From an optimization exercise on the open Yosys and OpenROAD flow, aimed at small area, a short achievable clock period and few clock cycles; shortcuts taken in it are not production practice.
Function was checked by simulation only, so behaviour that the tests miss may differ from the original.
No activity file was given, so power comes from the tool's default toggle rates.

===== design.v =====
module sfc_decode (
    input  wire         clk,
    input  wire         rst,           
    input  wire         start,         
    input  wire [15:0]  decl_len,      
    output reg          busy,
    output reg          done,          
    output reg  [3:0]   err,
    output reg  [15:0]  result,
    input  wire         txt_valid,
    input  wire [31:0]  txt_data,
    output wire         txt_ready,
    output wire [47:0]  packed_bytes,  
    output reg  [7:0]   checksum,
    output wire [7:0]   f_bytecount,
    output wire [1:0]   f_version,
    output wire [1:0]   f_context,
    output wire         f_lastblock,
    output wire [2:0]   f_blockseq,
    output wire [2:0]   f_codeclass,
    output wire [4:0]   f_codedetail,
    output wire         f_codetag,
    output wire [7:0]   f_msgid,
    output wire         f_obsflag,
    output wire [6:0]   f_obsidx,
    output wire [7:0]   f_residx,
    input  wire [5:0]   pay_idx,       
    output wire [31:0]  pay_word
);
    localparam [7:0]  MARKER        = 8'h3A;
    localparam [15:0] MIN_FRAME_LEN = 16'd15;
    localparam [3:0] E_NONE        = 4'd0,
                     E_TOO_SHORT   = 4'd4,
                     E_INCOMPLETE  = 4'd5,
                     E_BAD_MARKER  = 4'd6,
                     E_CHECKSUM    = 4'd7,
                     E_HEX_DIGIT   = 4'd8;
    localparam [1:0] S_IDLE  = 2'd0,
                     S_FETCH = 2'd1,
                     S_PROC  = 2'd2;
    reg [1:0]  state;
    reg [15:0] len;         
    reg [9:0]  pos;         
    reg [31:0] wbuf;        
    reg [7:0]  c0;          
    reg [3:0]  hi_nib;      
    reg        hi_bad;
    reg [7:0]  bc;          
    reg [7:0]  sum;         
    reg [9:0]  need;        
    reg [47:0]   pk;        
    reg [2039:0] pay;       
    assign txt_ready = (state == S_FETCH);
    function [4:0] hexval;   
        input [7:0] c;
        begin
            if (c >= 8'h30 && c <= 8'h39)      hexval = {1'b0, c[3:0]};
            else if (c >= 8'h41 && c <= 8'h46) hexval = {1'b0, c[3:0] + 4'd9};
            else if (c >= 8'h61 && c <= 8'h66) hexval = {1'b0, c[3:0] + 4'd9};
            else                               hexval = 5'b10000;
        end
    endfunction
    wire [7:0] ch     = wbuf[8*pos[1:0] +: 8];
    wire [4:0] hv     = hexval(ch);
    wire [7:0] byte_v = {hi_nib, hv[3:0]};
    wire       byte_bad = hi_bad | hv[4];
    wire [9:0] pos_m2 = pos - 10'd2;
    wire [8:0] kidx   = pos_m2[9:1];                   
    wire [15:0] need_new = MIN_FRAME_LEN + {7'd0, byte_v, 1'b0};
    reg        clr_msg;      
    reg        fin;          
    reg [3:0]  fin_err;
    reg        wr_pk;
    reg        wr_pay;
    reg        wr_ck;
    always @(*) begin
        clr_msg = 1'b0;
        fin     = 1'b0;
        fin_err = E_NONE;
        wr_pk   = 1'b0;
        wr_pay  = 1'b0;
        wr_ck   = 1'b0;
        case (state)
            S_IDLE: begin
                if (start) clr_msg = 1'b1;
            end
            S_FETCH: begin
                if (len < MIN_FRAME_LEN) begin
                    fin = 1'b1; fin_err = E_TOO_SHORT;
                end
            end
            S_PROC: begin
                if (pos != 10'd0 && pos[0] == 1'b0) begin
                    if (kidx == 9'd0) begin
                        if (byte_bad) begin
                            fin = 1'b1; fin_err = E_HEX_DIGIT;
                        end else if (len < need_new) begin
                            fin = 1'b1; fin_err = E_INCOMPLETE;
                        end else if (c0 != MARKER) begin
                            fin = 1'b1; fin_err = E_BAD_MARKER;
                        end else begin
                            wr_pk = 1'b1;
                        end
                    end else if (byte_bad) begin
                        fin = 1'b1; fin_err = E_HEX_DIGIT;
                    end else if (kidx <= 9'd5) begin
                        wr_pk = 1'b1;
                    end else if (kidx < 9'd6 + {1'b0, bc}) begin
                        wr_pay = 1'b1;
                    end else begin
                        fin = 1'b1;
                        if (sum + byte_v != 8'd0) fin_err = E_CHECKSUM;
                        else                      wr_ck   = 1'b1;
                    end
                end
                if (fin && fin_err != E_NONE) clr_msg = 1'b1;
            end
            default: ;
        endcase
    end
    always @(posedge clk) begin
        if (rst) begin
            state  <= S_IDLE;
            busy   <= 1'b0;
            done   <= 1'b0;
            err    <= E_NONE;
            result <= 16'd0;
        end else begin
            done <= fin;
            case (state)
                S_IDLE: begin
                    if (start) begin
                        len   <= decl_len;
                        pos   <= 10'd0;
                        sum   <= 8'd0;
                        busy  <= 1'b1;
                        state <= S_FETCH;
                    end
                end
                S_FETCH: begin
                    if (fin) begin
                        state  <= S_IDLE;
                        busy   <= 1'b0;
                        err    <= fin_err;
                        result <= 16'd0;
                    end else if (txt_valid) begin
                        wbuf  <= txt_data;
                        state <= S_PROC;
                    end
                end
                S_PROC: begin
                    if (pos == 10'd0) begin
                        c0 <= ch;
                    end else if (pos[0]) begin
                        hi_nib <= hv[3:0];
                        hi_bad <= hv[4];
                    end
                    if (wr_pk || wr_pay) sum <= sum + byte_v;
                    if (wr_pk && kidx == 9'd0) begin
                        bc   <= byte_v;
                        need <= need_new[9:0];
                    end
                    if (fin) begin
                        state  <= S_IDLE;
                        busy   <= 1'b0;
                        err    <= fin_err;
                        result <= (fin_err == E_NONE) ? {6'd0, need} : 16'd0;
                    end else begin
                        pos <= pos + 10'd1;
                        if (pos[1:0] == 2'd3) state <= S_FETCH;
                    end
                end
                default: state <= S_IDLE;
            endcase
        end
    end
    integer i;
    always @(posedge clk) begin
        if (rst || clr_msg) begin
            pk       <= 48'd0;
            checksum <= 8'd0;
        end else begin
            for (i = 0; i < 6; i = i + 1)
                if (wr_pk && kidx[2:0] == i) pk[8*i +: 8] <= byte_v;
            if (wr_ck) checksum <= byte_v;
        end
    end
    wire [7:0] pay_wr_idx = kidx[7:0] - 8'd6;
    genvar g;
    generate
        for (g = 0; g < 255; g = g + 1) begin : g_pay
            always @(posedge clk) begin
                if (clr_msg)
                    pay[8*g +: 8] <= 8'd0;
                else if (wr_pay && pay_wr_idx == g)
                    pay[8*g +: 8] <= byte_v;
            end
        end
    endgenerate
    assign packed_bytes = pk;
    assign f_bytecount  = pk[7:0];
    assign f_version    = pk[15:14];
    assign f_context    = pk[13:12];
    assign f_lastblock  = pk[11];
    assign f_blockseq   = pk[10:8];
    assign f_codeclass  = pk[23:21];
    assign f_codedetail = pk[20:16];
    assign f_codetag    = (pk[23:21] != 3'd0);
    assign f_msgid      = pk[31:24];
    assign f_obsflag    = pk[39];
    assign f_obsidx     = pk[38:32];
    assign f_residx     = pk[47:40];
    wire [2047:0] pay_all = {8'd0, pay};
    assign pay_word = pay_all[32*pay_idx +: 32];
endmodule

===== run.sh =====
#!/bin/bash
# synth_recipe.tcl (not shown) runs the flow's synth.tcl, then flattens the netlist and writes it again
# the make line also repeats each setting of config.mk as NAME=value (left out here)
make -C /OpenROAD-flow-scripts/flow DESIGN_CONFIG=/design/flow/config.mk WORK_HOME=/design/flow/orfs CLKGATE_MAP_FILE= SYNTH_SCRIPT=/design/flow/synth_recipe.tcl finish

===== config.mk =====
export PLATFORM = sky130hd
export DESIGN_NAME = sfc_decode
export DESIGN_NICKNAME = sfc_decode
export VERILOG_FILES = /design/flow/design.v
export SDC_FILE = /design/flow/constraint.sdc
export NUM_CORES = 4
export LEC_CHECK = 0
export CAP_MARGIN = 20
export CORE_MARGIN = 2
export CORE_UTILIZATION = 40
export SLEW_MARGIN = 20

===== constraint.sdc =====
create_clock -name core_clock -period 7.0 [get_ports {clk}]
set_input_delay 1.4000 -clock core_clock [delete_from_list [all_inputs] [get_ports {clk}]]
set_output_delay 1.4000 -clock core_clock [all_outputs]
set_load 0.01 [all_outputs]

==> tab_implementation.tex <==
\begin{tabular}{lr}
\hline
Metric & Value \\
\hline
\multicolumn{2}{l}{\textbf{Yosys}} \\
\quad Number of warnings printed during yosys synthesis & 1 \\
\quad Number of synthesized flops with an enable pin & 96 \\
\quad Synth cell types & 94 \\
\quad Average instance area after synthesis & 10.2 µm² \\
\quad Proportion of synthesized flip-flops having asynchronous set or reset & 0 \\
\quad Synthesized cell area & 101,000 µm² \\
\quad Most common flop cell mapped by yosys & dfxtp\_1 \\
\quad Sequential fraction of the synthesis area & 0.447 \\
\quad Synthesized netlist cell count & 9,920 \\
\quad Synthesized flop and latch total & 2,210 \\
\multicolumn{2}{l}{\textbf{Clock tree}} \\
\quad Cell at the root of the clock tree & clkbuf\_16 \\
\quad Number of sinks driven by the clock tree & 2,210 \\
\quad CTS H-tree lvls & 4 \\
\quad Clk slew on worst S/H paths & 0.06 ns \\
\quad Clock latency on the worst-skew pair & 0.91 ns \\
\quad TritonCTS clock tree & done \\
\quad CTS Buf Count & 223 \\
\quad Maximum count of clock buffers along a single path & 3 \\
\multicolumn{2}{l}{\textbf{Critical path}} \\
\quad Critical-path maximum fanout & 148 \\
\quad Biggest cell delay along the critical path & 0.64 ns \\
\quad Crit start category & flip-flop \\
\quad Cells along the critical path & mux4\_2 > inv\_1 > ha\_1 > nor2\_1 > o21ai\_0 > and2\_0 > mux2i\_2 > buf\_4 > inv\_8 > nor3\_1 > buf\_4 > nor3b\_1 > xnor2\_1 > ha\_1 > nand2\_1 > a2111oi\_0 > a211oi\_1 > o2111ai\_1 > nand2\_1 > a21oi\_2 > o21ai\_4 > buf\_12 > buf\_12 > a21oi\_1 \\
\quad Worst-case register-to-register setup slack & 0.51 ns \\
\quad Class of the most critical setup path & reg -> reg \\
\quad Endpoint kind of the worst setup timing path & flip-flop \\
\quad Critical Path AT & 7.22 ns \\
\quad Worst R2R Path Depth & 24 \\
\quad Number of cells on the critical path & 24 \\
\quad Critical path required time & 7.73 ns \\
\quad Worst path bufs/invs & 6 \\
\quad Family with the most delay on the worst path & buffers and inverters \\
\quad Critical Path Slowest Stage Cell & edfxtp\_1 \\
\multicolumn{2}{l}{\textbf{Power and ir drop}} \\
\quad Peak VDD IR & 0.000270 V \\
\quad Power per standard cell area & 240 nW/µm² \\
\quad Total leakage power & 42.7 nW \\
\multicolumn{2}{l}{\textbf{Hold path}} \\
\quad Class of the tightest hold or removal check & reg -> reg \\
\quad Hold path depth & 2 \\
\multicolumn{2}{l}{\textbf{Global route}} \\
\quad Residual overflow from global routing & 0 \\
\quad Global-route wire length before repair & 448,000 µm \\
\quad Vias in the first global route & 71,800 \\
\quad Pin count of the biggest net entering global routing & 190 \\
\quad Initial antenna violation count & 10 \\
\quad Aggregate global-route resource usage & 0.223 \\
\multicolumn{2}{l}{\textbf{STA}} \\
\quad Count of final max-slew check failures & 0 \\
\quad Top achievable clock speed & 0.154 GHz \\
\quad Hold Vio Cnt, Final & 0 \\
\quad Setup WS post-layout & 0.510 ns \\
\quad Final setup fails & 0 \\
\quad Max Clock Skew & 0.0640 ns \\
\quad Period utilisation layout & 0.927 \\
\quad Setup TNS Final & 0 ns \\
\quad Post-layout minimum cycle time & 6.49 ns \\
\quad Slew at the pin closest to its max-slew limit & 1.41 ns \\
\quad Worst slew slack as a fraction of its limit & 0.0631 \\
\quad Setup repair after global routing missed its margin & false \\
\multicolumn{2}{l}{\textbf{Routing}} \\
\quad Number of nets with antenna violations after routing & 0 \\
\quad First DRT Iteration DRCs & 6,482 \\
\quad Vias & 73,700 \\
\quad DRC violation count after routing & 0 \\
\quad WL per Instance & 22.3 µm \\
\quad Avg Vias per Cell & 5.57 \\
\quad WL final & 295,000 µm \\
\quad Iteration count of the initial detailed-routing pass & 6 \\
\multicolumn{2}{l}{\textbf{Die}} \\
\quad Number of ports placed on the die boundary & 218 \\
\quad Row Count & 184 \\
\quad Die width & 507 µm \\
\quad Core area & 251,000 µm² \\
\quad Overall die area & 257,000 µm² \\
\quad Die span in y & 507 µm \\
\quad Initial cell density of the core & 0.403 \\
\multicolumn{2}{l}{\textbf{Place}} \\
\quad Placed instance area & 105,000 µm² \\
\quad Post-detail-place hpwl & 188,000 µm \\
\quad Setup slack at placement & 0.290 ns \\
\quad RD Place Congestion & 0.859 \\
\quad Number of port buffers & 211 \\
\quad Post-placement cell count & 12,800 \\
\multicolumn{2}{l}{\textbf{Layout}} \\
\quad Sequential cell area & 45,200 µm² \\
\quad Non-filler instance count after layout & 13,200 \\
\quad Layout Area Growth over Synthesis & 12.0\% \\
\quad FILL cells & 23,100 \\
\quad Area of the multi-input gates & 51,500 µm² \\
\quad Share of cells above drive strength 1 & 0.166 \\
\quad Fin nets & 9,787 \\
\quad Post-route cell area & 113,000 µm² \\
\multicolumn{2}{l}{\textbf{Job}} \\
\quad Maximum capacitance violations & 0 \\
\multicolumn{2}{l}{\textbf{Outcome}} \\
\quad Result of the run & complete, no violations \\
\hline
\end{tabular}
## Yosys cell counts (12+ instances only)
library cell,count,area (µm²)
nor3_2,60,601
nand3_1,39,195
a21oi_1,1035,5180
a211oi_1,21,158
o31ai_1,13,97.6
edfxtp_1,96,2880
xor2_1,17,149
nor3_4,53,862
and2_1,14,87.6
buf_1,63,236
nand3_2,79,791
clkbuf_1,384,1440
inv_1,33,124
nand3_4,141,2470
nor3_1,31,155
ha_1,42,526
buf_4,114,856
dfxtp_1,2114,42300
nand3b_1,12,90.1
buf_2,297,1490
nor2_1,1108,4160
and3_1,111,694
xnor2_1,12,105
mux2i_1,1074,10800
nand2_1,2096,7870
buf_6,20,225
buf_12,13,260
mux4_2,666,15000
o21ai_0,28,140
## worst min-delay path, cell delays in order (launching register included)
cell and delay (ns):
dfxtp_1 0.31, nand2_1 0.05, a21oi_1 0.05
## metrics by stage
step	power (mW)	util	hold WS (ns)
after floorplan	14.4	-	0.424
after detailed placement	14.9	0.420	0.442
after global routing	28.0	0.451	0.461
after global placement	14.9	0.420	0.434
final	27.2	0.451	0.448
after CTS	27.3	0.450	0.450
## power breakdown
part	internal, mW	switching [mW]
logic	0.468	1.53
clock network	7.22	5.25
registers	12.7	0.0167
total	20.4	6.79
## cell type report
class | count | share of cell area
Multi-Input combinational cell | 6789 | 0.455
Sequential cell | 2210 | 0.399
Clock buffer | 327 | 0.0581
Timing Repair Buffer | 428 | 0.0403
Tap cell | 3348 | 0.0370
Clock inverter | 80 | 0.00960
Inverter | 34 | 0.00126
Antenna cell | 5 | 0.000110
## kinds of logic (layout without fill, tap and decap cells)
group / count (synthesis) / after routing / share of synthesized area
flip-flops: 2210 / 2210 / 0.447
multiplexers: 1747 / 1747 / 0.255
XOR/XNOR: 36 / 36 / 0.00382
AO/OA/AOI/OAI: 1151 / 1151 / 0.0604
other: 1 / 11 / 0.0000371
buffers and inverters: 926 / 869 / 0.0459
AND/OR/NAND/NOR: 3806 / 3806 / 0.183
adder cells (fa/ha/maj): 43 / 43 / 0.00539
## timing repair
item / CTS / global route
setup buffers: 0 / 3
hold buffers: 0 / 0
setup endpoints to repair: 0 / 1132
gates resized for setup: 0 / 4
## layer usage
layer  track usage  part of all wire  wire length (µm)  vias up
li1              -                 -                 -    33900
met1         0.295              0.42            125000    36800
met2         0.365              0.47            140000     2317
met3        0.0316             0.059             17300      567
met4        0.0949             0.044             13000        2
met5             0          0.000041                12        -
## cell usage in the layout (no fill, tap or decap), types with 13 or more instances in the layout
master,Yosys,layout
o31ai_1,13,13
mux4_2,666,666
nand2_1,2096,2096
inv_1,33,31
nor2_1,1108,1108
clkbuf_8,0,54
a211oi_1,21,21
clkbuf_16,0,229
nor3_2,60,62
a21oi_1,1035,1034
xor2_1,17,16
o21ai_0,28,27
clkdlybuf4s50_1,0,205
mux2i_1,1074,1073
and3_1,111,111
buf_12,13,57
nor3_4,53,55
edfxtp_1,96,96
bufinv_16,0,19
clkbuf_1,384,47
nand3_4,141,142
and2_1,14,14
clkinv_2,0,37
nor3_1,31,27
buf_4,114,155
ha_1,42,42
dfxtp_1,2114,2114
nand3_1,39,38
nand3_2,79,79
## state kept, by name, summed over array words and instances, names as in the netlist, 8 cells and up
name / flops
bc: 8
c0: 8
result: 10
pk: 48
len: 16
pos: 10
need: 9
sum: 8
checksum: 8
pay: 2040
wbuf: 32
## path summary, 6_finish.rpt
kind,start,to
max,pos[1]$_SDFFCE_PN0P_,pay[651]$_SDFFE_PP0P_
min,pay[814]$_SDFFE_PP0P_,pay[814]$_SDFFE_PP0P_
max reg2reg,pos[1]$_SDFFCE_PN0P_,pay[651]$_SDFFE_PP0P_
min reg2reg,pay[814]$_SDFFE_PP0P_,pay[814]$_SDFFE_PP0P_
Testbench counts, summed over its fixed seeds: cycles 68,932.

## re-timing with driven ports
In the flow no input, the clock included, has a driving cell. The finished layout below was timed again as built, in two steps. Step 1: set_driving_cell puts a clkbuf_16 on clk and a buf_2 on each other input, an assumption about the parent block. Step 2 adds t to the input delays and takes it off the output delays; t is the mean of the earliest and latest rising clock arrival at the registers after step 1. Input paths then give back, and output paths get back, about the clock's delay inside the block. Three values: ideal, step 1, step 2; two values: the first two.
t (ns): 0.959
slack for setup (ns): 0.510 / 0.510 / 0.510
worst register clock-pin slew, ns: 0.07 / 0.07
pins driven straight from the clock port: 1
After both steps this run still meets setup and hold. For this run, drivers alone change the setup slack by 0.000 ns; drivers and shift together by 0.000 ns.
